Context: an optimization exercise on an open-source flow, tuned for small area, a short achievable clock period and few clock cycles. The choices shown serve that exercise and are no tape-out recipe. At most, simulation tests tie the RTL to the original design; equivalence was not proved. Only the layout flow was run in runs 3, 4 and 6; the RTL was not checked for function there. Power is estimated from default activity; no workload was simulated.

==> flow/design.v <==
module anc_w334_to_gump (
    input  wire        clk,
    input  wire        rst,
    input  wire        in_valid,
    output wire        in_ready,
    input  wire [31:0] in_data,
    input  wire        in_two,
    input  wire        in_last,
    input  wire [12:0] in_loc,
    output wire        out_valid,
    input  wire        out_ready,
    output wire [31:0] out_data,
    output wire [1:0]  out_cnt
);
    localparam S  = 133;         
    localparam [7:0] SM1 = S - 1;
    localparam [7:0] TAP = S - 3;   
    reg  [15:0] ring [0:S-1];
    wire [15:0] rw = ring[S-1];      
    wire [15:0] rt = ring[TAP];      
    function [7:0] modinc(input [7:0] x);
        modinc = (x == SM1) ? 8'd0 : x + 8'd1;
    endfunction
    reg [12:0] q_loc0, q_loc1;
    reg [7:0]  qa1;
    reg [1:0]  q_cnt;
    reg [7:0]  hage;
    reg        hread;            
    reg        patch;            
    reg        h_tap;            
    wire       patch0 = patch && (hage[7:3] == 5'd0);
    wire [15:0] ploc  = {3'b000, q_loc0};
    reg  [7:0] p_r;                  
    reg        r_at;                 
    reg  [7:0] occ;                  
    reg        occ_z, occ_S;         
    reg  [5:0] ccnt;                 
    reg        c_z;                  
    reg  [1:0] rj;                   
    reg        r_start;              
    reg  [7:0] rleft;                
    reg        rpar;                 
    reg  [7:0] rsum;
    reg  [6:0] rline;
    reg  [16:0] oq0, oq1;
    reg        oq_w, oq_r;           
    reg  [1:0] oq_n;                 
    reg        ovalid;               
    reg  [16:0] ohead;
    wire r_byp   = r_start && c_z && h_tap;
    wire r_ok    = !r_start || !c_z || h_tap;
    wire rd      = r_at && !occ_z && r_ok && (oq_n != 2'd2);
    wire r_fin   = (rj == 2'd3) && (rleft == 8'd1);
    wire [12:0] rloc = c_z ? q_loc0 : rt[12:0];
    wire [7:0]  rsum_a = rsum + rt[7:0];
    wire [7:0]  rsum_b = rsum_a + rt[15:8];
    reg  [15:0] rdata;
    reg         rcnt;
    always @(*) begin
        rcnt  = 1'b1;
        case (rj)
            2'd0:    rdata = {2'b10, rloc[11], rloc[12], rloc[10:7], 8'hFF};
            2'd1:    rdata = {rt[15:8], 1'b0, rline};
            2'd2:    rdata = rt;
            default: begin
                if (!r_fin)
                    rdata = rt;
                else if (rpar)
                    rdata = {rsum_a, rt[7:0]};
                else begin
                    rdata = {8'h00, rsum};
                    rcnt  = 1'b0;
                end
            end
        endcase
    end
    wire       o_pop  = (oq_n != 2'd0) && out_ready;
    wire [1:0] o_left = oq_n - {1'b0, o_pop};          
    wire       o_rn   = oq_r ^ o_pop;
    reg        in_ready_r;           
    reg        cpp_r;                
    reg  [7:0] p_w;                  
    reg        w_at;                 
    reg  [8:0] wcount;               
    reg  [7:0] lo;                   
    reg        flushp;               
    reg  [8:0] rem;                  
    reg  [7:0] hcur;                 
    reg  [7:0] nsw;                  
    reg        rej_r;                
    reg        ibv;
    reg  [7:0] wa, wb;
    reg        in2, inl;
    reg [12:0] ib_loc;
    assign in_ready = in_ready_r;
    wire take = in_valid && (!ibv || cpp_r);            
    wire       has_lo  = wcount[0];
    wire       discard = (wcount >= 9'd262);
    wire       nsw_z   = (nsw == 8'd0);
    wire eq1  = (rem == 9'd1);
    wire eq2  = (rem == 9'd2);
    wire dc_k = (wcount >= 9'd6);
    wire w5   = (wcount == 9'd5);
    wire len_ok = dc_k ? (in2 ? eq2 : eq1) : (w5 && in2 && (wa == 8'd0));
    wire can_proc = !rej_r && !flushp && !(inl && q_cnt == 2'd2) &&
                    (discard || (w_at && !occ_S));
    wire consume = ibv && can_proc;
    wire [8:0] rem_m1 = rem - 9'd1;
    wire [8:0] rem_m2 = rem - 9'd2;
    wire end_pkt = consume && inl;
    wire reject  = end_pkt && (discard || !len_ok);
    wire accept  = end_pkt && !reject;
    wire bw       = has_lo || in2 || inl;               
    wire wr_beat  = consume && !discard && bw;
    wire wr_flush = flushp && !rej_r && w_at && !occ_S;
    wire wr       = wr_beat || wr_flush;
    wire [15:0] wslot = has_lo ? {wa, lo} : {wb, wa};
    wire        is_h  = (wcount[8:1] == 8'd0);          
    wire [15:0] wslot_m = {wslot[15:13], is_h ? 13'd0 : wslot[12:0]};
    always @(posedge clk)
        ring[0] <= wr_beat ? wslot_m : (rw | (patch0 ? ploc : 16'd0));
    genvar gi;
    generate
        for (gi = 1; gi < S; gi = gi + 1) begin : g_ring
            if (gi % 8 == 0) begin : g_patch
                wire sel = patch && (hage[7:3] == gi / 8);
                always @(posedge clk)
                    ring[gi] <= ring[gi-1] | (sel ? ploc : 16'd0);
            end else begin : g_plain
                always @(posedge clk)
                    ring[gi] <= ring[gi-1];
            end
        end
    endgenerate
    wire       pop   = patch;
    wire       c_inc = patch && !hread;
    wire       c_dec = rd && r_start && !r_byp;
    wire [5:0] ccnt_n = (c_inc && !c_dec) ? ccnt + 6'd1 :
                        (c_dec && !c_inc) ? ccnt - 6'd1 : ccnt;
    wire [7:0] hpos   = hcur;                          
    wire [7:0] occ_p1 = occ + 8'd1;
    wire [7:0] occ_m1 = occ - 8'd1;
    wire [7:0] occ_r  = occ - nsw;                     
    wire [7:0] occ_rm = occ_r - 8'd1;
    wire [7:0] occ_n  = rej_r ? (rd ? occ_rm : occ_r) :
                        (wr && !rd) ? occ_p1 :
                        (rd && !wr) ? occ_m1 : occ;
    wire flushp_n = (flushp && !wr_flush && !rej_r) || (accept && has_lo && in2);
    wire [7:0] nsw_n = (accept || rej_r) ? 8'd0 : wr_beat ? nsw + 8'd1 : nsw;
    wire realign  = occ_z && !wr && !rej_r && (nsw_n == 8'd0) && !flushp_n;
    wire [7:0] p_w_inc = (p_w == SM1) ? 8'd0 : p_w + 8'd1;
    wire [7:0] p_r_inc = (p_r == SM1) ? 8'd0 : p_r + 8'd1;
    wire [7:0] p_w_n   = realign ? SM1 : rej_r ? hpos : wr ? p_w : p_w_inc;
    wire [7:0] p_r_n   = realign ? SM1 : rd ? p_r : p_r_inc;
    wire [8:0] wc_p1 = wcount + 9'd1;
    wire [8:0] wc_p2 = wcount + 9'd2;
    wire [8:0] wcount_n = end_pkt ? 9'd0 :
                          (consume && !discard) ? (in2 ? wc_p2 : wc_p1) : wcount;
    wire [1:0] q_left  = q_cnt - {1'b0, pop};          
    wire [1:0] q_cnt_n = q_left + {1'b0, accept};
    wire [1:0] rj_n = rd ? (r_fin ? 2'd0 : (rj == 2'd3) ? rj : rj + 2'd1) : rj;
    wire [7:0] hage_inc = modinc(hage);
    wire [7:0] qa1_inc  = modinc(qa1);
    wire [7:0] hcur_inc = modinc(hcur);
    wire       from1    = pop && (q_cnt != 2'd1);
    wire       fromw    = !from1 && (q_left == 2'd0);
    wire [7:0] hage_n   = from1 ? qa1_inc : fromw ? hcur_inc : hage_inc;
    wire [7:0] qa1_n    = (accept && q_left == 2'd1) ? hcur_inc : qa1_inc;
    wire [7:0] hcur_n   = (wr_beat && nsw_z) ? 8'd1 : hcur_inc;
    wire       q_head_n = (q_cnt_n != 2'd0);
    wire occ_1      = (occ == 8'd1);
    wire occ_Sm1    = (occ == SM1);
    wire occ_z_n    = rej_r ? ((occ_r == 8'd0) || ((occ_r == 8'd1) && rd)) :
                      (occ_z && (wr == rd)) || (occ_1 && rd && !wr);
    wire occ_S_n    = !rej_r && ((occ_S && (wr == rd)) || (occ_Sm1 && wr && !rd));
    wire w_at_n     = (p_w_n == SM1);
    wire ibv_n      = take || (ibv && !consume);
    wire inl_n      = take ? in_last : inl;
    wire proc_pre_n = !reject && !flushp_n && !(inl_n && q_cnt_n == 2'd2);
    wire disc_n     = !end_pkt && (discard || (consume && ((wcount >= 9'd261) ||
                                                            (in2 && wcount == 9'd260))));
    wire full_p     = !rej_r && (occ_S || (occ_Sm1 && wr));
    wire can_proc_p = proc_pre_n && (disc_n || (w_at_n && !full_p));
    always @(posedge clk) begin
        if (rst) begin
            q_cnt      <= 2'd0;
            hread      <= 1'b0;
            patch      <= 1'b0;
            h_tap      <= 1'b0;
            p_r        <= SM1;
            r_at       <= 1'b0;
            occ        <= 8'd0;
            occ_z      <= 1'b1;
            occ_S      <= 1'b0;
            ccnt       <= 6'd0;
            c_z        <= 1'b1;
            rj         <= 2'd0;
            r_start    <= 1'b1;
            ovalid     <= 1'b0;
            oq_n       <= 2'd0;
            oq_w       <= 1'b0;
            oq_r       <= 1'b0;
            p_w        <= SM1;
            w_at       <= 1'b1;
            wcount     <= 9'd0;
            flushp     <= 1'b0;
            nsw        <= 8'd0;
            rej_r      <= 1'b0;
            ibv        <= 1'b0;
            in_ready_r <= 1'b1;
            cpp_r      <= 1'b1;
        end else begin
            q_cnt <= q_cnt_n;
            patch <= q_head_n && (hage_n[2:0] == 3'd0);
            h_tap <= q_head_n && (from1 ? (qa1 == TAP) : fromw ? (hcur == TAP) : (hage == TAP));
            if (pop)
                hread <= 1'b0;
            else if (rd && r_byp)
                hread <= 1'b1;
            ccnt <= ccnt_n;
            c_z  <= (ccnt_n == 6'd0);
            oq_w   <= oq_w ^ rd;
            oq_r   <= o_rn;
            oq_n   <= o_left + {1'b0, rd};
            ovalid <= (o_left != 2'd0) || rd;
            rj      <= rj_n;
            r_start <= (rj_n == 2'd0);
            occ     <= occ_n;
            occ_z   <= occ_z_n;
            occ_S   <= occ_S_n;
            p_r     <= p_r_n;
            r_at    <= (p_r_n == TAP);
            wcount   <= wcount_n;
            nsw      <= nsw_n;
            flushp   <= flushp_n;
            rej_r    <= reject;
            p_w      <= p_w_n;
            w_at     <= w_at_n;
            ibv      <= ibv_n;
            in_ready_r <= !ibv_n || can_proc_p;
            cpp_r      <= can_proc_p;
        end
    end
    always @(posedge clk) begin
        if (pop)
            q_loc0 <= q_loc1;
        if (accept) begin
            if (q_left == 2'd0)
                q_loc0 <= ib_loc;
            else
                q_loc1 <= ib_loc;
        end
        qa1  <= qa1_n;
        hage <= hage_n;
        hcur <= hcur_n;
        if (rd && !oq_w)
            oq0 <= {rcnt, rdata};
        if (rd && oq_w)
            oq1 <= {rcnt, rdata};
        ohead <= (o_left == 2'd0) ? {rcnt, rdata} : (o_rn ? oq1 : oq0);
        if (rd) begin
            case (rj)
                2'd0: rline <= rloc[6:0];
                2'd1: rsum  <= rt[15:8];
                2'd2: begin
                    rsum  <= rsum_b;
                    rleft <= {1'b0, rt[15:9]} + 8'd1;    
                    rpar  <= rt[8];
                end
                default: rsum <= rsum_b;
            endcase
        end
        if (rd && rj == 2'd3)
            rleft <= rleft - 8'd1;
        if (consume)
            lo <= has_lo ? wb : wa;
        if (consume) begin
            if (w5)
                rem <= in2 ? {1'b0, wa} : {1'b0, wa} + 9'd1;
            else if (in2 && (wcount == 9'd4))
                rem <= {1'b0, wb} + 9'd1;
            else
                rem <= in2 ? rem_m2 : rem_m1;
        end
    end
    always @(posedge clk) begin
        if (!ibv || consume) begin
            wa     <= in_data[7:0];
            wb     <= in_data[23:16];
            in2    <= in_two;
            inl    <= in_last;
            ib_loc <= in_loc;
        end
    end
    assign out_valid = ovalid;
    assign out_data  = {16'b0, ohead[15:0]};
    assign out_cnt   = {1'b0, ohead[16]};
endmodule
==> flow/flow/run.sh <==
#!/bin/bash
set -euo pipefail
export SETUP_SLACK_MARGIN=7.2
export BUFFER_PORTS_ARGS="-buffer_cell sky130_fd_sc_hd__buf_4"
bash standard.sh > standard.log 2>&1
==> flow/standard.sh <==
#!/bin/bash
# synth_recipe.tcl (not shown) runs the flow's synth.tcl, then flattens the netlist and writes it again
# the make line also repeats each setting of config.mk as NAME=value (left out here)
make -C /OpenROAD-flow-scripts/flow DESIGN_CONFIG=/design/flow/config.mk WORK_HOME=/design/flow/orfs CLKGATE_MAP_FILE= SYNTH_SCRIPT=/design/flow/synth_recipe.tcl "${@:-finish}"
==> flow/config.mk <==
export PLATFORM = sky130hd
export DESIGN_NAME = anc_w334_to_gump
export DESIGN_NICKNAME = anc_w334_to_gump
export VERILOG_FILES = /design/flow/design.v
export SDC_FILE = /design/flow/constraint.sdc
export NUM_CORES = 4
export LEC_CHECK = 0
export ABC_CLOCK_PERIOD_IN_PS = 3000
export CAP_MARGIN = 20
export CORE_MARGIN = 2
export CORE_UTILIZATION = 60
export CTS_CLUSTER_DIAMETER = 60
export CTS_CLUSTER_SIZE = 12
export SLEW_MARGIN = 20
==> flow/constraint.sdc <==
create_clock -name core_clock -period 10.0 [get_ports {clk}]
set_input_delay 2.0000 -clock core_clock [delete_from_list [all_inputs] [get_ports {clk}]]
set_output_delay 2.0000 -clock core_clock [all_outputs]
set_load 0.01 [all_outputs]
==> results of run 1 <==
-- cell families (layout without fill, tap and decap cells) --
kind of cell               count (synthesis)  count (layout)  share of synthesized area, %
adders and majority gates                 71              71                         1.573
DFF                                     2371            2371                         84.00
and+or+nand+nor                          538             538                         4.517
other                                      1              17                      0.006474
buffers and inverters                    180             453                         1.281
muxes                                     71              71                         1.253
AOI/OAI and AO/OA                        499             499                         5.763
xor gates and xnor gates                 106             106                         1.603
-- cell usage after synthesis (all sizes together) (16+ instances only) --
master	number	area, µm²
clkbuf	88	330.3
nand3	36	185.2
nor2	150	563.0
nand4	24	150.1
o21ai	74	374.1
xnor2	59	516.8
a21o	219	1644
nand2	160	600.6
ha	68	850.8
xor2	47	411.6
nor2b	18	112.6
o211ai	20	150.1
nor3	30	150.1
mux2i	59	590.6
edfxtp	119	3573
inv	57	214.0
dfxtp	2252	45080
nor4	16	106.4
a21oi	103	515.5
buf	33	190.2
and3	26	162.7
-- routing by layer --
layer / global-route usage (%) / up-vias / share of wire [%]
li1: - / 13050 / -
met1: 28.03 / 13110 / 48
met2: 31.64 / 594 / 46
met3: 3.703 / 157 / 4.3
met4: 7.078 / 0 / 2.2
met5: 0 / - / 0
-- flip-flops by register name, indices dropped and copies added (netlist names), 9 cells and up --
register / count
oq1: 17
ring: 2128
q_loc1: 13
q_loc0: 13
ohead: 17
oq0: 17
wcount: 9
rem: 9
ib_loc: 13
-- per-stage QoR --
| step | power (mW) | setup slack (ps) | util (%) | hold WS (ps) | std cells |
|---|---|---|---|---|---|
| finish | 18.05 | 6789 | 70.07 | 304.7 | 5391 |
| detailed placement | 10.90 | 6313 | 62.80 | 312.1 | 5076 |
| floorplan | 10.61 | 6922 | - | 309.6 | 3853 |
| global route | 18.69 | 6735 | 70.07 | 303.5 | 5391 |
| global placement | 10.88 | 6368 | 62.79 | 309.5 | 5076 |
| CTS | 18.19 | 6722 | 69.62 | 300.3 | 5364 |
-- report_power, final --
part	internal (mW)	leakage [nW]	switching [mW]
Sequential	9.77	19.3	0.215
Clock	4.02	2.97	3.24
Combinational	0.334	6.17	0.463
-- layout make-up --
| type | count | area [µm²] | area share (%) |
|---|---|---|---|
| Clock inverter | 27 | 435.4 | 0.6521 |
| Tap cell | 1265 | 1583 | 2.371 |
| Clock buffer | 245 | 5672 | 8.494 |
| Inverter | 59 | 239.0 | 0.3579 |
| Sequential cell | 2371 | 48710 | 72.95 |
| Timing Repair Buffer | 122 | 1006 | 1.507 |
| Multi-Input combinational cell | 1302 | 9125 | 13.67 |
-- what timing repair did --
action	4_1_cts	5_1_grt
pin swaps	18	36
endpoints found under the setup margin	181	63
buffers inserted	16	27
resized for setup	78	50
-- final timing paths --
kind	startpoint	endpoint	slack, ps	cells after the start
setup / recovery	ovalid	out_valid	6790	1
hold / removal	ring[121][9]	ring[122][9]	300	0
setup reg to reg	rsum[0]	rsum[7]	7020	14
hold reg to reg	ring[121][9]	ring[122][9]	300	0
==> summary.txt, run 1 <==
Outcome
  • Status: timing/DRC/antenna clean

Logic synthesis
  • Post-synthesis sequential area ratio: between 80% and 90%
  • Synth warn: 2
  • Number of flops mapped to enable cells by yosys: roughly 120
  • Synth Register Bits: 2371
  • Post-synthesis cell count: approximately 3800
  • Area of the mapped netlist: 57920 µm²
  • Asr flop ratio synth: 0%
  • Syn_area_per_cell: between 15 and 20 µm²
  • Main flop type after synthesis: dfxtp_1
  • Yosys cell types: 70

Routing
  • First-pass detailed-route iteration total: 5
  • Final WL: between 90000 and 100000 µm
  • DRT iter0 DRCs: 1340
  • Vias per inst: 4.990
  • Via count: 26900
  • Detail Route Antenna Nets: 0
  • Routed len/inst: roughly 18 µm
  • Remaining DRCs: 0

Timing
  • Final setup viols: 0
  • Final hold vios: 0
  • Fin. max-slew vios: 0
  • Final Cycle Share: 32.11%
  • TNS Setup: 0 ps
  • FMAX: 311.5 MHz
  • Worst relative slew slack: 28.07%
  • Unrepaired setup endpoints after global routing: true
  • Clk_skew: 36.14 ps
  • Worst-Margin Slew: 1078 ps
  • Final min period: 3211 ps

CTS
  • Root buf cell: clkbuf_16
  • # H-tree levels: 4
  • Clk buf depth: 3
  • Clock latency on the worst-skew pair: between 700 and 800 ps
  • CTS tree: yes
  • CTS Buf Count: 221
  • Worst-path clk slew: 60 ps
  • Hold_buf cts: 0
  • Number of clock sinks: approximately 2400

Place
  • IO buf count: 53
  • GP Congestion: 0.8274
  • Detailed Place HPWL: ~54000 µm
  • Placed inst area: between 50000 and 60000 µm²

Setup path
  • Element type at the critical path end: primary output
  • Crit path launch type: flop
  • Slowest stage delay, CP: 320 ps
  • Critical Path Fanout Max: 1
  • Crit-path slowest cell: dfxtp_2
  • Critical path type: flop to primary output
  • Buf/Inv on CP: 1
  • CP required: approximately 8000 ps
  • CP arrival: 1210 ps
  • CP Cell Sequence: buf_6
  • Kind of cell adding the most delay to the critical path: flip-flops

Layout
  • Fraction of layout instances using a drive strength above 1: around an eighth
  • Design area: 66770 µm²
  • Most frequent cells in the layout: dfxtp_1 (2220), clkbuf_16 (222), a21o_1 (218), nand2_1 (156), nor2_1 (141)
  • Nets: 4199
  • Area grow syn2layout: 15.27%
  • Fill count: 6229
  • Most common cell after layout, fill and taps aside: dfxtp_1
  • N_diodes: 0

Job
  • Number of max-cap violations: 0

Global route
  • Total congestion overflow: 0
  • Initial antenna violation count: 0
  • Tot GR Track Use: between 20% and 30%
  • Pin count of the biggest net entering global routing: 37
  • First-pass GRT wire length: 155100 µm
  • Vias in the first global route: around 28000

Pwr
  • Power Dens Cells: 270.4 nW/µm²
  • P_leak: 28.44 nW
  • VDD IR max: roughly 0.20 mV

Die
  • Core area: 95290 µm²
  • DIE AREA: 99040 µm²
  • DIE WIDTH: 314.7 µm
  • Initial Util: 60.78%
  • Number of cell rows: 113
  • Die height: 314.7 µm
  • IO Pins: between 80 and 90

Worst hold path
  • Worst hold path class: flop to flop
Testbench counts, summed over its fixed seeds: cycles 17,261.
==> run 2: changes to the inputs <==
==> flow/flow/run.sh (replaced) <==
#!/bin/bash
set -euo pipefail
export SETUP_SLACK_MARGIN=7.2
export BUFFER_PORTS_ARGS="-buffer_cell sky130_fd_sc_hd__buf_4"
export CTS_ARGS="-sink_clustering_enable -repair_clock_nets -sink_clustering_size 16 -sink_clustering_max_diameter 80 -buf_list sky130_fd_sc_hd__clkbuf_8 -root_buf sky130_fd_sc_hd__clkbuf_16"
bash standard.sh > standard.log 2>&1
--- a/flow/config.mk
+++ b/flow/config.mk
@@ -9,6 +9,6 @@
 export CAP_MARGIN = 20
 export CORE_MARGIN = 2
 export CORE_UTILIZATION = 60
-export CTS_CLUSTER_DIAMETER = 60
-export CTS_CLUSTER_SIZE = 12
+export CTS_CLUSTER_DIAMETER = 100
+export CTS_CLUSTER_SIZE = 26
 export SLEW_MARGIN = 20
==> run 2 against run 1 <==
  * Combinational power down 0.6%
  * Non-clock buffer count rose by 1
  * Die area did not move
  * Synthesized area is the same
==> summary.txt, run 2 <==
Worst hold path
  • Worst hold path class: flop to flop

CTS
  • Clk buf depth: 3
  • Clock latency on the worst-skew pair: approximately 750 ps
  • CTS Buf Count: between 150 and 200
  • Worst-path clk slew: 110 ps
  • # H-tree levels: 4
  • Root buf cell: clkbuf_16
  • CTS tree: yes
  • Number of clock sinks: 2371

Pwr
  • P_leak: 26.89 nW
  • Power Dens Cells: roughly 240 nW/µm²
  • VDD IR max: about 0.18 mV
  • Tot Pwr: roughly 15 mW

Setup path
  • Crit-path slowest cell: dfxtp_2
  • Buf/Inv on CP: 1
  • CP Cell Sequence: buf_6
  • Slowest stage delay, CP: 330 ps
  • Crit path launch type: flop
  • Element type at the critical path end: primary output
  • Critical Path Fanout Max: 1
  • CP required: ~8000 ps
  • CP arrival: between 1000 and 1500 ps
  • Kind of cell adding the most delay to the critical path: flip-flops
  • Critical path type: flop to primary output

Logic synthesis
  • Area share of the largest cell type after synthesis: 77.83%
  • Main flop type after synthesis: dfxtp_1
  • Yosys cell types: 70
  • Syn_area_per_cell: about 15 µm²
  • Commonest cells in the synthesized netlist: dfxtp_1 (2252), a21o_1 (219), nand2_1 (160)
  • Area of the mapped netlist: 57920 µm²
  • Number of flops mapped to enable cells by yosys: 119
  • Synth top area cells: dfxtp_1 (78%), edfxtp_1 (6.2%), a21o_1 (2.8%)
  • Asr flop ratio synth: 0%
  • Area leader, netlist: dfxtp_1
  • Post-synthesis sequential area ratio: 84.00%
  • Post-synthesis cell count: approximately 3800
  • Top-count cell post-synth: dfxtp_1
  • Synth Register Bits: 2371
  • Synth warn: 2

Timing
  • Worst relative slew slack: 33.14%
  • Fin. max-slew vios: 0
  • TNS Setup: 0 ps
  • FMAX: 314.1 MHz
  • Clk_skew: about 35 ps
  • Final setup viols: 0
  • Final min period: 3183 ps
  • Final hold vios: 0
  • Final Cycle Share: 31.83%
  • Worst-Margin Slew: 995.2 ps
  • Unrepaired setup endpoints after global routing: true

Global route
  • Met2 GRT Util: 28.66%
  • Vias in the first global route: 26760
  • Initial antenna violation count: 1
  • GR Util met3: 3.342%
  • Met1 usage: 27.19%
  • GR peak layer: met2
  • Tot GR Track Use: 18.82%
  • Pin count of the biggest net entering global routing: 37
  • Total congestion overflow: 0
  • First-pass GRT wire length: 145800 µm

Layout
  • Most common cell after layout, fill and taps aside: dfxtp_1
  • Fraction of layout instances using a drive strength above 1: 11.23%
  • Nets: 4146
  • N_diodes: 0
  • Design area: ~63000 µm²
  • Most flop-heavy register: ring
  • Finished Layout Cells: 5327
  • Area grow syn2layout: 9.362%
  • Most frequent cells in the layout: dfxtp_1 (2217), a21o_1 (218), clkbuf_8 (168), nand2_1 (154), nor2_1 (141)
  • Max FFs per register: approximately 2100

Routing
  • Detail Route Antenna Nets: 0
  • First-pass detailed-route iteration total: 5
  • Remaining DRCs: 0
  • Final WL: 92220 µm
  • DRT iter0 DRCs: 1483
  • Via count: 26240
  • Vias per inst: 4.926
  • Routed len/inst: 17.31 µm

Die
  • DIE WIDTH: 314.7 µm
  • Number of cell rows: 113
  • DIE AREA: 99040 µm²
  • Die height: approximately 310 µm
  • Core area: 95290 µm²
  • Initial Util: 60.78%
  • IO Pins: 87

Outcome
  • Status: timing/DRC/antenna clean

Place
  • Placed Cells: 5076
  • GP Congestion: 0.8274
  • Placed inst area: about 60000 µm²
  • Detailed Place HPWL: approximately 54000 µm
  • IO buf count: 53

Job
  • Number of max-cap violations: 0
==> run 2: cell counts after synthesis <==
Identical to the previous run, type by type.
==> run 2: layout make-up <==
class	instances	area, µm²
multi-input combinational	1302	9158
clock buffer	169	2337
sequential	2371	48720
timing repair buffer	123	1026
inverter	59	236.5
clock inverter	38	289.0
fill	6738	31950
tap	1265	1583
==> run 2: logic make-up (layout without fill, tap and decap cells) <==
logic type                 after synthesis  after routing  share of synthesized area, %
other                                    1             17                      0.006474
xor gates and xnor gates               106            106                         1.603
muxes                                   71             71                         1.253
AOI/OAI and AO/OA                      499            499                         5.763
DFF                                   2371           2371                         84.00
buffers and inverters                  180            389                         1.281
adders and majority gates               71             71                         1.573
and+or+nand+nor                        538            538                         4.517
==> run 2: layer usage <==
layer,vias to the layer above,share of wire [%]
li1,12910,-
met1,12640,50
met2,521,44
met3,172,4.2
met4,0,2.4
met5,-,0
==> run 2: metrics by stage <==
step / utilization [%] / hold WS [ps] / setup WS (ps)
2_1_floorplan: - / 309.6 / 6922
3_3_place_gp: 62.79 / 309.5 / 6368
3_5_place_dp: 62.80 / 312.1 / 6313
4_1_cts: 66.04 / 311.4 / 6751
5_1_grt: 66.47 / 318.9 / 6763
6_report: 66.47 / 312.3 / 6817
==> run 2: final timing paths <==
check | to | slack (ps) | cells past startpoint | from
worst max register to register | cpp_r | 6970 | 14 | wcount[5]
worst min register to register | ring[59][7] | 310 | 0 | ring[58][7]
worst max-delay path | in_ready | 6820 | 1 | in_ready_r
worst min-delay path | ring[59][7] | 310 | 0 | ring[58][7]
==> run 2: timing repair <==
action / in CTS / in global routing
resized for setup: 82 / 54
hold buffers: 0 / 0
setup buffers: 24 / 20
setup endpoints to repair: 183 / 70
pin swaps: 15 / 33
==> run 2: power by group <==
group	total, mW	internal, mW	leakage (nW)	switching, mW
combinational	0.793	0.334	6.16	0.459
clock	4.32	1.61	1.42	2.72
sequential	9.96	9.75	19.3	0.210
total	15.1	11.7	26.9	3.38
==> run 3: changes to the inputs <==
--- a/flow/design.v
+++ b/flow/design.v
@@ -12,9 +12,9 @@
     output wire [31:0] out_data,
     output wire [1:0]  out_cnt
 );
-    localparam S  = 133;         
+    localparam S  = 132;         
     localparam [7:0] SM1 = S - 1;
-    localparam [7:0] TAP = S - 3;   
+    localparam [7:0] TAP = S - 2;   
     reg  [15:0] ring [0:S-1];
     wire [15:0] rw = ring[S-1];      
     wire [15:0] rt = ring[TAP];      
@@ -179,8 +179,7 @@
     wire proc_pre_n = !reject && !flushp_n && !(inl_n && q_cnt_n == 2'd2);
     wire disc_n     = !end_pkt && (discard || (consume && ((wcount >= 9'd261) ||
                                                             (in2 && wcount == 9'd260))));
-    wire full_p     = !rej_r && (occ_S || (occ_Sm1 && wr));
-    wire can_proc_p = proc_pre_n && (disc_n || (w_at_n && !full_p));
+    wire can_proc_p = proc_pre_n && (disc_n || (w_at_n && !occ_S_n));
     always @(posedge clk) begin
         if (rst) begin
             q_cnt      <= 2'd0;
==> flow/flow/run.sh (replaced) <==
#!/bin/bash
set -euo pipefail
export SETUP_SLACK_MARGIN=7.2
export BUFFER_PORTS_ARGS="-buffer_cell sky130_fd_sc_hd__buf_4"
bash standard.sh > standard.log 2>&1
==> run 3 against run 2 <==
  * Via count shrank 3.0%
  * Combinational power shrank 12%
  * Largest power group unchanged
  * Routed wire length is 0.42% lower
==> summary.txt, run 3 <==
CTS
  • CTS Buf Count: 101
  • # H-tree levels: 3
  • Clock latency on the worst-skew pair: 710 ps
  • Root buf cell: clkbuf_16
  • CTS tree: yes
  • Worst-path clk slew: 100 ps
  • Clk buf depth: 3
  • Number of clock sinks: 2355

Pwr
  • Tot Pwr: 15.08 mW
  • P_leak: around 27 nW
  • VDD IR max: 0.2306 mV
  • Power Dens Cells: 238.4 nW/µm²

Setup path
  • R2r setup slk: 6970 ps
  • CP required: 8000 ps
  • RR Startpoint: rsum[0]
  • Worst flop-to-flop path endpoint: rsum[7]
  • CP Depth: 1
  • Critical path type: flop to primary output
  • CP Capture Point: out_data[14]
  • CP Launch Point: ohead[14]
  • Kind of cell adding the most delay to the critical path: flip-flops
  • Critical Path Fanout Max: 1
  • CP Cell Sequence: buf_6
  • Slowest stage delay, CP: 360 ps
  • Element type at the critical path end: primary output
  • R2R cell count: 13
  • CP arrival: 1170 ps
  • Crit-path slowest cell: dfxtp_2
  • Crit path launch type: flop
  • Buf/Inv on CP: 1

Die
  • DIE WIDTH: roughly 310 µm
  • Number of cell rows: 113
  • Core area: 94870 µm²
  • IO Pins: 87
  • Die height: 313.0 µm
  • Initial Util: roughly 60%
  • DIE AREA: 98000 µm²

Logic synthesis
  • Area share of the largest cell type after synthesis: 78.11%
  • Asr flop ratio synth: 0%
  • Synth Register Bits: 2355
  • Post-synthesis cell count: 3754
  • Area of the mapped netlist: between 50000 and 60000 µm²
  • Main flop type after synthesis: dfxtp_1
  • Synth top area cells: dfxtp_1 (78%), edfxtp_1 (6.2%), a21o_1 (2.8%)
  • Yosys cell types: 78
  • Syn_area_per_cell: 15.27 µm²
  • Area leader, netlist: dfxtp_1
  • Post-synthesis sequential area ratio: 84.35%
  • Number of flops mapped to enable cells by yosys: around 120
  • Commonest cells in the synthesized netlist: dfxtp_1 (2236), a21o_1 (214), nor2_1 (182)
  • Synth warn: 2
  • Top-count cell post-synth: dfxtp_1

Routing
  • Routed len/inst: 17.75 µm
  • Detail Route Antenna Nets: 0
  • Remaining DRCs: 0
  • Final WL: ~92000 µm
  • DRT iter0 DRCs: 1421
  • Via count: 25450
  • Vias per inst: just under 5
  • First-pass detailed-route iteration total: 5

Timing
  • Fin. max-slew vios: 0
  • Final setup viols: 0
  • Unrepaired setup endpoints after global routing: true
  • Final hold vios: 0
  • Final Cycle Share: between 30% and 40%
  • TNS Setup: 0 ps
  • Slack of the critical path: about 6800 ps
  • Clk_skew: just under 30 ps
  • Final min period: around 3200 ps
  • Worst relative slew slack: 30.49%
  • Final hold slack: around 320 ps
  • FMAX: 315.1 MHz
  • Worst-Margin Slew: 1041 ps

Job
  • Number of max-cap violations: 0

Layout
  • Most common cell after layout, fill and taps aside: dfxtp_1
  • Most flop-heavy register: ring
  • Design area: 63260 µm²
  • Nets: between 4000 and 5000
  • Most frequent cells in the layout: dfxtp_1 (2201), a21o_1 (214), nor2_1 (162), edfxtp_1 (119), clkbuf_16 (104)
  • Core Util, Final: 66.68%
  • Fill count: ~6600
  • Fraction of layout instances using a drive strength above 1: 11.13%
  • Area grow syn2layout: 10.39%
  • Max FFs per register: roughly 2100
  • Finished Layout Cells: 5175

Global route
  • Pin count of the biggest net entering global routing: 36
  • Total congestion overflow: 0
  • First-pass GRT wire length: approximately 140000 µm
  • GR Util met3: under 10%
  • GR peak layer: met2
  • Met1 usage: 27.81%
  • Vias in the first global route: approximately 26000
  • Met2 GRT Util: 27.96%
  • Initial antenna violation count: 4
  • Tot GR Track Use: 18.64%

Place
  • Placed Cells: 4995
  • GP Congestion: around 0.84
  • Placed inst area: 59180 µm²
  • Detailed Place HPWL: 54280 µm
  • IO buf count: 53
  • Pre-CTS setup slack: 6317 ps

Outcome
  • Status: timing/DRC/antenna clean

Worst hold path
  • Worst hold path class: flop to flop
==> run 3: metal layers <==
metal / routed length (µm) / vias to the layer above / part of all wire (%)
met5: 0 / - / 0
met4: 2540 / 0 / 2.8
met3: 3742 / 148 / 4.1
met2: 39670 / 460 / 43
met1: 45880 / 12310 / 50
li1: - / 12540 / -
==> run 3: cells by family after synthesis <==
logic type / Yosys count / share of synthesized area (%)
AND/OR/NAND/NOR: 480 / 4.033
multiplexers: 78 / 1.397
flip-flops: 2355 / 84.35
buffers and inverters: 171 / 1.279
XOR/XNOR: 104 / 1.589
adder cells (fa/ha/maj): 65 / 1.458
other: 1 / 0.006544
AO/OA/AOI/OAI: 500 / 5.889
==> run 3: final cells by class <==
| cell class | instances | area [µm²] | area share, % |
|---|---|---|---|
| Inverter | 51 | 211.5 | 0.3343 |
| Multi-Input combinational cell | 1246 | 9021 | 14.26 |
| Antenna cell | 2 | 5.005 | 0.007912 |
| Tap cell | 1265 | 1583 | 2.502 |
| Clock inverter | 10 | 180.2 | 0.2848 |
| Sequential cell | 2355 | 48390 | 76.50 |
| Clock buffer | 115 | 2644 | 4.179 |
| Timing Repair Buffer | 131 | 1224 | 1.934 |
==> run 3: worst min path at each step <==
stage                  start             to  slack (ps)  depth (start not counted)
5_1_grt         ring[45][12]   ring[46][12]         330                          0
3_3_place_gp    ring[89][10]   ring[90][10]         310                          0
3_5_place_dp   ring[111][13]  ring[112][13]         310                          0
4_1_cts        ring[110][12]  ring[111][12]         320                          0
6_report        ring[124][8]   ring[125][8]         320                          0
2_1_floorplan    ring[99][0]   ring[100][0]         310                          0
==> run 3: worst reg2reg max path, cell delays in order, from the launching register on <==
cell and delay (ps):
edfxtp_1 400, ha_2 200, fa_2 360, a21o_1 200
a21oi_2 200, o21bai_1 130, a21oi_2 210, xnor2_2 130
ha_4 190, buf_4 130, o41ai_2 250, xor2_1 170
nand2_1 80, xnor2_1 140
==> run 3: report_power, final <==
group | internal, mW | leakage, nW | switching (mW)
logic | 0.293 | 6.00 | 0.407
registers | 9.65 | 19.2 | 0.151
clock network | 1.95 | 1.38 | 2.63
total | 11.9 | 26.6 | 3.19
==> run 3: what timing repair did <==
item / in CTS / in global routing
hold buffers: 0 / 0
setup buffers: 29 / 20
gates resized for setup: 107 / 86
gates cloned: 2 / 2
setup endpoints to repair: 256 / 91
pin swaps: 38 / 43
==> run 4: changes to the inputs <==
--- a/flow/config.mk
+++ b/flow/config.mk
@@ -9,6 +9,6 @@
 export CAP_MARGIN = 20
 export CORE_MARGIN = 2
 export CORE_UTILIZATION = 60
-export CTS_CLUSTER_DIAMETER = 100
-export CTS_CLUSTER_SIZE = 26
+export CTS_CLUSTER_DIAMETER = 50
+export CTS_CLUSTER_SIZE = 32
 export SLEW_MARGIN = 20
==> run 4 against run 3 <==
  * Largest cell class unchanged
  * Combinational power is 2% lower
  * Cell count grew 2.1%
  * Sequential power about the same
  * Critical path depth is the same
  * Largest power group unchanged
  * Still clean on timing, DRC and antenna
  * Non-clock buffer count shrank 1
  * Sequential share of layout area fell by 2.0 points
  * Hold slack got worse by 26 ps
  * Clock skew rose by 19 ps
==> summary.txt, run 4 <==
Outcome
  • Status: timing/DRC/antenna clean

Timing
  • Fin. max-slew vios: 0
  • TNS Setup: 0 ps
  • Worst relative slew slack: 31.95%
  • Worst-Margin Slew: 1013 ps
  • Unrepaired setup endpoints after global routing: true
  • Final hold vios: 0
  • Final min period: 3163 ps
  • Final Cycle Share: around a third
  • FMAX: 316.2 MHz
  • Final hold slack: 289.9 ps
  • Final setup viols: 0
  • Clk_skew: 47.94 ps

Routing
  • Via count: 25750
  • Final WL: 91940 µm
  • First-pass detailed-route iteration total: 6
  • Detail Route Antenna Nets: 0
  • Routed len/inst: 17.40 µm
  • Vias per inst: between 4 and 5
  • DRT iter0 DRCs: 1507
  • Remaining DRCs: 0

Pwr
  • Power Dens Cells: 255.4 nW/µm²
  • Tot Pwr: 16.59 mW
  • VDD IR max: around 0.19 mV
  • P_leak: 27.39 nW

Worst hold path
  • Worst hold path class: flop to flop

Global route
  • Pin count of the biggest net entering global routing: 36
  • Vias in the first global route: roughly 26000
  • Total congestion overflow: 0
  • Initial antenna violation count: 4
  • First-pass GRT wire length: roughly 140000 µm
  • Tot GR Track Use: 18.94%

Logic synthesis
  • Commonest cells in the synthesized netlist: dfxtp_1 (2236), a21o_1 (214), nor2_1 (182)
  • Post-synthesis cell count: roughly 3800
  • Number of flops mapped to enable cells by yosys: roughly 120
  • Area share of the largest cell type after synthesis: 78.11%
  • Area of the mapped netlist: between 50000 and 60000 µm²
  • Synth Register Bits: 2355
  • Area leader, netlist: dfxtp_1
  • Main flop type after synthesis: dfxtp_1
  • Synth warn: 2
  • Synth top area cells: dfxtp_1 (78%), edfxtp_1 (6.2%), a21o_1 (2.8%)
  • Syn_area_per_cell: about 15 µm²
  • Post-synthesis sequential area ratio: 84.35%
  • Yosys cell types: 78
  • Asr flop ratio synth: 0%
  • Top-count cell post-synth: dfxtp_1

Layout
  • Most frequent cells in the layout: dfxtp_1 (2202), a21o_1 (214), nor2_1 (173), clkbuf_16 (139), edfxtp_1 (119)
  • Design area: around 65000 µm²
  • Finished Layout Cells: 5285
  • Area grow syn2layout: 13.35%
  • Nets: 4032
  • Fraction of layout instances using a drive strength above 1: a little over an eighth
  • Most flop-heavy register: ring
  • Max FFs per register: 2112
  • Most common cell after layout, fill and taps aside: dfxtp_1

Die
  • Initial Util: 60.41%
  • DIE WIDTH: 313.0 µm
  • DIE AREA: between 90000 and 100000 µm²
  • IO Pins: 87
  • Die height: 313.0 µm
  • Core area: 94870 µm²
  • Number of cell rows: 113

Setup path
  • CP required: 8000 ps
  • CP Cell Sequence: buf_6
  • Crit-path slowest cell: dfxtp_2
  • Crit path launch type: flop
  • Kind of cell adding the most delay to the critical path: flip-flops
  • CP arrival: 1160 ps
  • Element type at the critical path end: primary output
  • Critical path type: flop to primary output
  • Slowest stage delay, CP: 360 ps
  • Critical Path Fanout Max: 1
  • Buf/Inv on CP: 1

Place
  • GP Congestion: 0.8413
  • IO buf count: 53
  • Placed inst area: just under 60000 µm²
  • Detailed Place HPWL: 54280 µm
  • Placed Cells: 4995

CTS
  • # H-tree levels: 4
  • Root buf cell: clkbuf_16
  • Number of clock sinks: about 2400
  • CTS Buf Count: 134
  • CTS tree: yes
  • Hold_buf cts: 0
  • Worst-path clk slew: 100 ps
  • Clock latency on the worst-skew pair: between 700 and 800 ps
  • Clk buf depth: 3

Job
  • Number of max-cap violations: 0
## run 4: cell counts after synthesis
No cell type changed its count.
## run 4: logic make-up after synthesis
group	count (synthesis)	share of synthesized area [%]
AOI/OAI and AO/OA	500	5.889
xor gates and xnor gates	104	1.589
adders and majority gates	65	1.458
buffers and inverters	171	1.279
DFF	2355	84.35
muxes	78	1.397
other	1	0.006544
and+or+nand+nor	480	4.033
## run 4: worst paths after layout
kind | startpoint | to | slack (ps) | cells after the start
min reg2reg | ring[6][4] | ring[7][4] | 290 | 0
min | ring[6][4] | ring[7][4] | 290 | 0
max reg2reg | rsum[0] | rsum[7] | 6950 | 13
max | ohead[14] | out_data[14] | 6840 | 1
## run 4: report_power, final
group,switching [mW],total (mW),internal [mW]
sequential,0.150,9.80,9.65
combinational,0.401,0.689,0.287
clock,3.14,6.10,2.96
## run 4: through the flow
step | utilization [%] | setup WS (ps)
after floorplan | - | 6942
after global placement | 62.38 | 6367
after detailed placement | 62.38 | 6317
after CTS | 68.05 | 6777
after global routing | 68.47 | 6776
final | 68.47 | 6837
## run 4: area by class of cell
type	count	area, µm²
clock buffer	153	3591
tap	1265	1583
sequential	2355	48380
multi-input combinational	1244	8861
clock inverter	86	1150
antenna	1	2.502
inverter	51	211.5
fill	6400	29910
timing repair buffer	130	1176
## run 4: routing by layer
| metal | part of all wire, % | track usage [%] |
|---|---|---|
| met1 | 49 | 27.41 |
| met2 | 43 | 28.16 |
| met3 | 5.1 | 4.519 |
| met4 | 2.9 | 6.481 |
| met5 | 0 | 0 |
## run 4: repair_timing
item	4_1_cts	5_1_grt
pin swaps	36	33
setup buffers	27	21
gates resized for setup	101	50
cloned	2	0
endpoints found under the setup margin	252	99
==> run 5: changes to the inputs <==
--- a/flow/design.v
+++ b/flow/design.v
@@ -12,9 +12,9 @@
     output wire [31:0] out_data,
     output wire [1:0]  out_cnt
 );
-    localparam S  = 132;         
+    localparam S  = 133;         
     localparam [7:0] SM1 = S - 1;
-    localparam [7:0] TAP = S - 2;   
+    localparam [7:0] TAP = S - 3;   
     reg  [15:0] ring [0:S-1];
     wire [15:0] rw = ring[S-1];      
     wire [15:0] rt = ring[TAP];      
@@ -179,7 +179,8 @@
     wire proc_pre_n = !reject && !flushp_n && !(inl_n && q_cnt_n == 2'd2);
     wire disc_n     = !end_pkt && (discard || (consume && ((wcount >= 9'd261) ||
                                                             (in2 && wcount == 9'd260))));
-    wire can_proc_p = proc_pre_n && (disc_n || (w_at_n && !occ_S_n));
+    wire full_p     = !rej_r && (occ_S || (occ_Sm1 && wr));
+    wire can_proc_p = proc_pre_n && (disc_n || (w_at_n && !full_p));
     always @(posedge clk) begin
         if (rst) begin
             q_cnt      <= 2'd0;
==> flow/run.sh (new file) <==
#!/bin/bash
# synth_recipe.tcl (not shown) runs the flow's synth.tcl, then flattens the netlist and writes it again
# the make line also repeats each setting of config.mk as NAME=value (left out here)
make -C /OpenROAD-flow-scripts/flow DESIGN_CONFIG=/design/flow/config.mk WORK_HOME=/design/flow/orfs CLKGATE_MAP_FILE= SYNTH_SCRIPT=/design/flow/synth_recipe.tcl finish
--- a/flow/config.mk
+++ b/flow/config.mk
@@ -9,6 +9,7 @@
 export CAP_MARGIN = 20
 export CORE_MARGIN = 2
 export CORE_UTILIZATION = 60
-export CTS_CLUSTER_DIAMETER = 50
-export CTS_CLUSTER_SIZE = 32
+export CTS_CLUSTER_DIAMETER = 100
+export CTS_CLUSTER_SIZE = 26
+export SETUP_SLACK_MARGIN = 5
 export SLEW_MARGIN = 20
removed: flow/flow/run.sh
removed: flow/standard.sh
==> run 5 against run 4 <==
  * Still clean on timing, DRC and antenna
  * Synthesized area up 1.1%
  * Fmax down 25%
  * Non-clock buffer count down 50
  * Routed wire length down 1.9%
  * Die area up 1.1%
  * Via count down 0.23%
  * First-iteration DRC count down 2.3%
  * Sequential share of layout area up 3.2 points
  * Clock skew down 34 ps
  * Hold slack better by 30 ps
  * Final area down 3.6%
  * Sequential power up 2%
  * Critical path type is now flop to flop
  * Largest cell class unchanged
==> summary.txt, run 5 <==
Outcome
  • Status: timing/DRC/antenna clean

Worst hold path
  • Worst hold endpoint: ring[53][7]
  • Hold path cells: 0
  • Hold path start: ring[52][7]
  • Worst hold path class: flop to flop

Timing
  • Unrepaired setup endpoints after global routing: false
  • Worst relative slew slack: 28.60%
  • Fin. max-slew vios: 0
  • TNS Setup: 0 ps
  • Final hold slack: between 300 and 400 ps
  • Worst-Margin Slew: 1070 ps
  • Final hold vios: 0
  • Final Cycle Share: 41.91%
  • Final setup viols: 0
  • Final min period: 4191 ps
  • FMAX: 238.6 MHz
  • Clk_skew: around 14 ps

Global route
  • Initial antenna violation count: 2
  • Tot GR Track Use: between 10% and 20%
  • Vias in the first global route: between 20000 and 30000
  • First-pass GRT wire length: between 100000 and 150000 µm
  • Total congestion overflow: 0
  • Pin count of the biggest net entering global routing: 37

Pwr
  • VDD IR max: 0.2163 mV
  • Power Dens Cells: 243.8 nW/µm²
  • P_leak: 26.46 nW

Layout
  • Fill count: roughly 6700
  • Most frequent cells in the layout: dfxtp_1 (2246), a21o_1 (219), nand2_1 (159), nor2_1 (143), edfxtp_1 (119)
  • Most flop-heavy register: ring
  • N_diodes: 0
  • Max FFs per register: ~2100
  • Register area: 48660 µm²
  • Multi-input gate area: approximately 8600 µm²
  • Fraction of layout instances using a drive strength above 1: under 10%
  • Area grow syn2layout: 8.157%
  • Nets: between 4000 and 5000
  • Most common cell after layout, fill and taps aside: dfxtp_1

Routing
  • Vias per inst: around 4.9
  • Routed len/inst: ~17 µm
  • DRT iter0 DRCs: 1473
  • Remaining DRCs: 0
  • Detail Route Antenna Nets: 0
  • Final WL: 90170 µm
  • First-pass detailed-route iteration total: 5
  • Via count: between 20000 and 30000

Place
  • IO buf count: 53
  • Detailed Place HPWL: ~54000 µm
  • GP Congestion: 0.8208

Die
  • Die height: 314.7 µm
  • Number of cell rows: 113
  • DIE AREA: approximately 99000 µm²
  • Initial Util: 60.78%
  • DIE WIDTH: approximately 310 µm
  • Core area: between 90000 and 100000 µm²
  • IO Pins: 87

Logic synthesis
  • Number of flops mapped to enable cells by yosys: 119
  • Post-synthesis cell count: 3837
  • Yosys cell types: 70
  • Main flop type after synthesis: dfxtp_1
  • Area share of the largest cell type after synthesis: around 80%
  • Top-count cell post-synth: dfxtp_1
  • Area of the mapped netlist: between 50000 and 60000 µm²
  • Synth warn: 2
  • Commonest cells in the synthesized netlist: dfxtp_1 (2252), a21o_1 (219), nand2_1 (160)
  • Asr flop ratio synth: 0%
  • Area leader, netlist: dfxtp_1
  • Syn_area_per_cell: 15.10 µm²
  • Post-synthesis sequential area ratio: 84.00%
  • Synth Register Bits: 2371
  • Synth top area cells: dfxtp_1 (78%), edfxtp_1 (6.2%), a21o_1 (2.8%)

Setup path
  • CP arrival: 4810 ps
  • Crit-path slowest cell: clkinv_1
  • Kind of cell adding the most delay to the critical path: compound AO/OA/AOI/OAI gates
  • CP Cell Sequence: buf_4 -> clkinv_1 -> ha_1 -> a211o_1 -> o21a_4 -> o211ai_1 -> o21bai_1 -> inv_2 -> ha_1 -> xor2_1 -> a211o_1 -> o211ai_1 -> a211oi_1 -> nand3_1 -> o211ai_1
  • CP required: 10620 ps
  • CP most frequent cell: o211ai_1
  • Slowest stage delay, CP: around 380 ps
  • Buf/Inv on CP: 3
  • Element type at the critical path end: flop
  • Critical Path Fanout Max: 33
  • R2r setup slk: just under 6000 ps
  • Critical path type: flop to flop
  • Worst flop-to-flop path endpoint: in_ready_r
  • R2R cell count: 15
  • RR Startpoint: wcount[0]
  • Crit path launch type: flop

CTS
  • Root buf cell: clkbuf_16
  • Worst-path clk slew: 100 ps
  • Clk buf depth: 3
  • CTS tree: yes
  • Setup bufs post-CTS: 0
  • Clock latency on the worst-skew pair: 700 ps
  • CTS Buf Count: 102
  • # H-tree levels: 3
  • CTS resizes: 0
  • Number of clock sinks: 2371
  • Hold_buf cts: 0

Job
  • Number of max-cap violations: 0
==> run 5: cell count changes in the layout (fill, tap and decap cells not counted), moves of 19 or more <==
cell,delta
clkbuf_16,-35
ha_1,+19
dfxtp_2,-27
buf_4,-72
buf_6,-22
nor2_1,-30
dfxtp_1,+44
o21ai_0,+25
clkdlybuf4s50_1,+53
nand2_1,+73
==> run 5: final cells by class <==
type | instances | share of cell area (%)
Sequential cell | 2371 | 77.68
Clock inverter | 11 | 0.2676
Tap cell | 1265 | 2.527
Inverter | 59 | 0.3535
Timing Repair Buffer | 80 | 1.170
Clock buffer | 117 | 4.232
Multi-Input combinational cell | 1302 | 13.77
==> run 5: per-layer routing <==
layer	GRT usage [%]	up-vias	share of wire [%]
met5	0	-	0
met4	4.816	0	1.7
li1	-	12680	-
met2	28.93	435	44
met3	2.684	114	3.7
met1	27.29	12460	50
==> run 5: power breakdown <==
part / switching (mW) / internal, mW / total (mW) / leakage [nW]
Sequential: 0.213 / 9.75 / 9.96 / 19.3
Combinational: 0.428 / 0.298 / 0.726 / 5.79
Clock: 2.65 / 1.93 / 4.58 / 1.37
==> run 5: worst max-delay path by stage <==
| stage | depth (start not counted) | slack (ps) | from | endpoint |
|---|---|---|---|---|
| detailed placement | 7 | 5750 | out_ready | ohead[10] |
| floorplan | 5 | 6270 | out_ready | ohead[10] |
| global placement | 7 | 5820 | out_ready | ohead[5] |
| CTS | 15 | 5820 | wcount[0] | in_ready_r |
| global route | 15 | 5430 | wcount[0] | cpp_r |
| finish | 15 | 5810 | wcount[0] | in_ready_r |
==> run 5: stage by stage <==
stage	total power [mW]	setup slack (ps)	cell area (µm²)	cells	utilization, %
3_3_place_gp	10.88	5824	59810	5077	62.76
2_1_floorplan	10.57	6269	57980	3853	-
4_1_cts	15.41	5818	62650	5205	65.74
3_5_place_dp	10.91	5753	59830	5077	62.78
5_1_grt	15.85	5426	62650	5205	65.74
6_report	15.27	5809	62650	5205	65.74
==> run 5: logic make-up after synthesis <==
logic type / Yosys count / share of synthesized area (%)
buffers and inverters: 180 / 1.281
other: 1 / 0.006474
AND/OR/NAND/NOR: 538 / 4.517
multiplexers: 71 / 1.253
adder cells (fa/ha/maj): 71 / 1.573
XOR/XNOR: 106 / 1.603
flip-flops: 2371 / 84.00
AO/OA/AOI/OAI: 499 / 5.763
Testbench counts of run 5, summed over its fixed seeds: cycles 17,261.
==> run 6: changes to the inputs <==
--- a/flow/design.v
+++ b/flow/design.v
@@ -12,12 +12,19 @@
     output wire [31:0] out_data,
     output wire [1:0]  out_cnt
 );
-    localparam S  = 133;         
+    localparam S  = 132;         
     localparam [7:0] SM1 = S - 1;
-    localparam [7:0] TAP = S - 3;   
+    localparam [7:0] TAP = S - 2;   
     reg  [15:0] ring [0:S-1];
     wire [15:0] rw = ring[S-1];      
     wire [15:0] rt = ring[TAP];      
+    function [7:0] modsub(input [7:0] a, input [7:0] b);
+        reg [8:0] d;
+        begin
+            d = {1'b0, a} - {1'b0, b};
+            modsub = d[8] ? d[7:0] + S : d[7:0];
+        end
+    endfunction
     function [7:0] modinc(input [7:0] x);
         modinc = (x == SM1) ? 8'd0 : x + 8'd1;
     endfunction
@@ -86,7 +93,6 @@
     reg        flushp;               
     reg  [8:0] rem;                  
     reg  [7:0] hcur;                 
-    reg  [7:0] nsw;                  
     reg        rej_r;                
     reg        ibv;
     reg  [7:0] wa, wb;
@@ -96,7 +102,6 @@
     wire take = in_valid && (!ibv || cpp_r);            
     wire       has_lo  = wcount[0];
     wire       discard = (wcount >= 9'd262);
-    wire       nsw_z   = (nsw == 8'd0);
     wire eq1  = (rem == 9'd1);
     wire eq2  = (rem == 9'd2);
     wire dc_k = (wcount >= 9'd6);
@@ -140,14 +145,13 @@
     wire [7:0] hpos   = hcur;                          
     wire [7:0] occ_p1 = occ + 8'd1;
     wire [7:0] occ_m1 = occ - 8'd1;
-    wire [7:0] occ_r  = occ - nsw;                     
+    wire [7:0] occ_r  = modinc(modsub(p_r, hcur));
     wire [7:0] occ_rm = occ_r - 8'd1;
     wire [7:0] occ_n  = rej_r ? (rd ? occ_rm : occ_r) :
                         (wr && !rd) ? occ_p1 :
                         (rd && !wr) ? occ_m1 : occ;
     wire flushp_n = (flushp && !wr_flush && !rej_r) || (accept && has_lo && in2);
-    wire [7:0] nsw_n = (accept || rej_r) ? 8'd0 : wr_beat ? nsw + 8'd1 : nsw;
-    wire realign  = occ_z && !wr && !rej_r && (nsw_n == 8'd0) && !flushp_n;
+    wire realign  = occ_z && !wr && !rej_r && (wcount_n[8:1] == 8'd0) && !flushp_n;
     wire [7:0] p_w_inc = (p_w == SM1) ? 8'd0 : p_w + 8'd1;
     wire [7:0] p_r_inc = (p_r == SM1) ? 8'd0 : p_r + 8'd1;
     wire [7:0] p_w_n   = realign ? SM1 : rej_r ? hpos : wr ? p_w : p_w_inc;
@@ -166,7 +170,7 @@
     wire       fromw    = !from1 && (q_left == 2'd0);
     wire [7:0] hage_n   = from1 ? qa1_inc : fromw ? hcur_inc : hage_inc;
     wire [7:0] qa1_n    = (accept && q_left == 2'd1) ? hcur_inc : qa1_inc;
-    wire [7:0] hcur_n   = (wr_beat && nsw_z) ? 8'd1 : hcur_inc;
+    wire [7:0] hcur_n   = (wr_beat && is_h) ? 8'd1 : hcur_inc;
     wire       q_head_n = (q_cnt_n != 2'd0);
     wire occ_1      = (occ == 8'd1);
     wire occ_Sm1    = (occ == SM1);
@@ -179,8 +183,7 @@
     wire proc_pre_n = !reject && !flushp_n && !(inl_n && q_cnt_n == 2'd2);
     wire disc_n     = !end_pkt && (discard || (consume && ((wcount >= 9'd261) ||
                                                             (in2 && wcount == 9'd260))));
-    wire full_p     = !rej_r && (occ_S || (occ_Sm1 && wr));
-    wire can_proc_p = proc_pre_n && (disc_n || (w_at_n && !full_p));
+    wire can_proc_p = proc_pre_n && (disc_n || (w_at_n && !occ_S_n));
     always @(posedge clk) begin
         if (rst) begin
             q_cnt      <= 2'd0;
@@ -204,7 +207,6 @@
             w_at       <= 1'b1;
             wcount     <= 9'd0;
             flushp     <= 1'b0;
-            nsw        <= 8'd0;
             rej_r      <= 1'b0;
             ibv        <= 1'b0;
             in_ready_r <= 1'b1;
@@ -231,7 +233,6 @@
             p_r     <= p_r_n;
             r_at    <= (p_r_n == TAP);
             wcount   <= wcount_n;
-            nsw      <= nsw_n;
             flushp   <= flushp_n;
             rej_r    <= reject;
             p_w      <= p_w_n;
==> flow/flow/run.sh (new file) <==
#!/bin/bash
set -euo pipefail
export SETUP_SLACK_MARGIN=7.2
export BUFFER_PORTS_ARGS="-buffer_cell sky130_fd_sc_hd__buf_4"
bash standard.sh > standard.log 2>&1
==> flow/standard.sh (new file) <==
#!/bin/bash
# synth_recipe.tcl (not shown) runs the flow's synth.tcl, then flattens the netlist and writes it again
# the make line also repeats each setting of config.mk as NAME=value (left out here)
make -C /OpenROAD-flow-scripts/flow DESIGN_CONFIG=/design/flow/config.mk WORK_HOME=/design/flow/orfs CLKGATE_MAP_FILE= SYNTH_SCRIPT=/design/flow/synth_recipe.tcl "${@:-finish}"
--- a/flow/config.mk
+++ b/flow/config.mk
@@ -11,5 +11,4 @@
 export CORE_UTILIZATION = 60
 export CTS_CLUSTER_DIAMETER = 100
 export CTS_CLUSTER_SIZE = 26
-export SETUP_SLACK_MARGIN = 5
 export SLEW_MARGIN = 20
removed: flow/run.sh
==> run 6 against run 5 <==
  * Setup slack improved by 780 ps
  * Non-clock buffer count grew 129
  * Critical path depth grew 2
  * Sequential power fell by 2%
  * Power is 6.3% higher
  * Sequential cell count down 24
  * Register-to-register slack improved by 780 ps
  * Still clean on timing, DRC and antenna
  * Synthesized area fell by 0.45%
  * Combinational power grew to 2.5 times the previous value
==> summary.txt, run 6 <==
Routing
  • DRT iter0 DRCs: 1549
  • Detail Route Antenna Nets: 0
  • Vias per inst: ~5
  • Routed len/inst: 17.97 µm
  • First-pass detailed-route iteration total: 4
  • Remaining DRCs: 0
  • Final WL: around 96000 µm
  • Via count: 26330

Pwr
  • Internal Dissipation: 12.36 mW
  • Tot Pwr: approximately 16 mW
  • Power Dens Cells: roughly 250 nW/µm²
  • Clock Power Share: 28.4%
  • VDD IR max: 0.2582 mV
  • Sw Pwr: ~3.9 mW
  • P_leak: 27.05 nW
  • Reg power frac: 60.4%
  • Switch share: 23.87%
  • Comb pwr share: 11.2%

Layout
  • Nets: 4137
  • Max FFs per register: around 2100
  • Design area: 64740 µm²
  • Area grow syn2layout: 12.28%
  • Fraction of layout instances using a drive strength above 1: between 10 and 15%
  • Fill count: 6491
  • Core Util, Final: 68.04%
  • Most common cell after layout, fill and taps aside: dfxtp_1
  • Most frequent cells in the layout: dfxtp_1 (2195), a21o_1 (216), buf_4 (145), nor2_1 (123), edfxtp_1 (119)
  • N_diodes: 0
  • Most flop-heavy register: ring
  • Finished Layout Cells: 5313

Logic synthesis
  • Area leader, netlist: dfxtp_1
  • Post-synthesis cell count: 3809
  • Post-Synth Adder-Cell Area: 1.471%
  • Fraction of synthesized area in multiplexers: 1.569%
  • Synth Area in Simple Gates: 4.325%
  • Syn_area_per_cell: 15.14 µm²
  • Commonest cells in the synthesized netlist: dfxtp_1 (2228), a21o_1 (216), nor2_1 (145)
  • Number of flops mapped to enable cells by yosys: 119
  • Area of the mapped netlist: 57660 µm²
  • Synth Register Bits: between 2000 and 2500
  • Top-count cell post-synth: dfxtp_1
  • Synth top area cells: dfxtp_1 (77%), edfxtp_1 (6.2%), a21o_1 (2.8%)
  • Complex-gate fraction of the synthesized area: 5.980%
  • Main flop type after synthesis: dfxtp_1
  • Synth warn: 2
  • Post-synthesis xor/xnor area fraction: 1.760%
  • Main combinational cell family by area after synthesis: compound AO/OA/AOI/OAI gates
  • Area share of the largest cell type after synthesis: 77.35%
  • Post-synthesis sequential area ratio: 83.55%
  • Yosys cell types: 86
  • Asr flop ratio synth: 0%

Timing
  • Final min period: 3413 ps
  • Unrepaired setup endpoints after global routing: true
  • Worst relative slew slack: 30.24%
  • TNS Setup: 0 ps
  • Slack of the critical path: 6587 ps
  • Final setup viols: 0
  • Fin. max-slew vios: 0
  • Clk_skew: 36.25 ps
  • Final Cycle Share: 34.13%
  • Final hold slack: 312.8 ps
  • FMAX: a little under 300 MHz
  • Worst-Margin Slew: 1038 ps
  • Final hold vios: 0

Global route
  • Total congestion overflow: 0
  • First-pass GRT wire length: 149100 µm
  • Pin count of the biggest net entering global routing: 37
  • Initial antenna violation count: 4
  • Tot GR Track Use: between 10% and 20%
  • Vias in the first global route: between 20000 and 30000

Setup path
  • CP arrival: 4000 ps
  • Critical path type: flop to flop
  • R2r setup slk: 6590 ps
  • Critical Path Fanout Max: 5
  • Element type at the critical path end: flop
  • CP required: 10580 ps
  • Crit path launch type: flop

CTS
  • Clock latency on the worst-skew pair: 710 ps
  • CTS tree: yes
  • Root buf cell: clkbuf_16
  • Number of clock sinks: about 2300
  • CTS Buf Count: 103
  • Worst-path clk slew: 90 ps
  • # H-tree levels: 3
  • Clk buf depth: 3

Die
  • Core area: 95150 µm²
  • DIE WIDTH: ~310 µm
  • Die height: around 310 µm
  • DIE AREA: 98600 µm²
  • IO Pins: 87
  • Initial Util: 60.60%
  • Number of cell rows: between 100 and 150

Place
  • Detailed Place HPWL: 54820 µm
  • GP Congestion: 0.8478
  • Pre-CTS setup slack: 6035 ps
  • Placed Cells: just over 5000
  • Placed inst area: 59690 µm²
  • IO buf count: between 50 and 60

Worst hold path
  • Worst hold path class: flop to flop

Outcome
  • Status: timing/DRC/antenna clean

Job
  • Number of max-cap violations: 0
[run 6: cell types whose count changed after synthesis, moves of 10 or more]
cell / previous run / this run
mux2i_1: 59 / 69
nand4_1: 24 / 11
nor3_1: 30 / 43
nand2_1: 160 / 114
nand3_1: 35 / 46
dfxtp_1: 2252 / 2228
a21oi_1: 103 / 88
[run 6: final cells by class]
class | instances | area [µm²] | share of cell area, %
repair buffers | 209 | 1844 | 2.849
clock inverters | 14 | 193.9 | 0.2996
multi-input cells | 1299 | 9965 | 15.39
well taps | 1265 | 1583 | 2.445
inverters | 60 | 255.2 | 0.3943
clock buffers | 119 | 2659 | 4.107
flip-flops and latches | 2347 | 48240 | 74.51
[run 6: worst max-delay path: stages, from the launching register on]
cell,delay [ps]
dfxtp_4,360
inv_2,60
ha_4,120
inv_2,30
fa_2,420
xnor2_4,220
inv_2,80
ha_4,150
nor2b_4,140
o2111ai_4,110
a21bo_4,270
mux2i_4,250
buf_4,160
o21a_1,120
a32oi_2,140
nor4b_2,360
xor2_1,190
o22ai_1,90
[run 6: worst paths after layout]
path / start / end / cells after the start
setup / recovery: p_r[0] / occ[7] / 17
hold / removal: ring[92][3] / ring[93][3] / 0
setup reg to reg: p_r[0] / occ[7] / 17
hold reg to reg: ring[92][3] / ring[93][3] / 0
[run 6: cells by family (layout without fill, tap and decap cells)]
group | after synthesis | in the layout
flops | 2347 | 2347
other cells | 1 | 17
xor+xnor | 115 | 115
buf+inv | 183 | 402
compound gates | 508 | 509
fa+ha+maj | 66 | 66
simple gates | 501 | 504
mux | 88 | 88
[run 6: timing repair]
| action | in CTS | in global routing |
|---|---|---|
| gates cloned | 2 | 2 |
| resized for setup | 154 | 110 |
| endpoints found under the hold margin | 0 | 0 |
| pin swaps | 37 | 53 |
| setup endpoints to repair | 188 | 152 |
| hold buffers | 0 | 0 |
| buffers inserted | 94 | 36 |
[run 6: power groups by stage]
stage,Clock (mW),Sequential (mW),Combinational [mW]
CTS,4.74,9.81,1.68
floorplan,0,9.95,1.04
global placement,0,10.0,1.38
global route,5.05,9.83,1.95
detailed placement,0,10.0,1.40
finish,4.61,9.81,1.82
[run 6: layer usage]
metal,up-vias,part of all wire [%],track usage (%)
li1,12960,-,-
met1,12780,50,28.75
met2,443,44,29.86
met3,152,3.5,2.760
met4,0,2.0,4.817
met5,-,0,0

==> what the ideal ports hide <==
No port has a modelled driver above. Below, the same layouts with a new extraction and two added sets of constraints.
Step 1 assumes that a clkbuf_16 drives the clock port and a buf_2 every other input.
Step 2 moves the port delays by t, midway between the first and last clock arrival at a register: inputs arrive t later, outputs are due t later. That takes back most of the time a late clock gives input paths.
Slacks: no drivers / after step 1 / after step 2; pairs: no drivers / after step 1.
run	t (ns)	setup slack, ns	worst setup path at the end	worst data-port slew with drivers (ns)
run 1	0.845	6.789 / 6.718 / 6.468	input to register	0.05
run 2	0.796	6.817 / 6.746 / 6.536	input to register	0.05
run 3	0.757	6.827 / 6.764 / 6.592	input to register	0.07
run 4	0.774	6.837 / 6.775 / 6.556	input to register	0.06
run 5	0.762	5.809 / 5.809 / 5.745	input to register	0.05
run 6	0.765	6.587 / 6.587 / 6.527	input to register	0.04
After both steps every run listed still meets setup and hold. For run 1, which loses most, drivers alone change the setup slack by -0.071 ns; drivers and shift together by -0.321 ns.
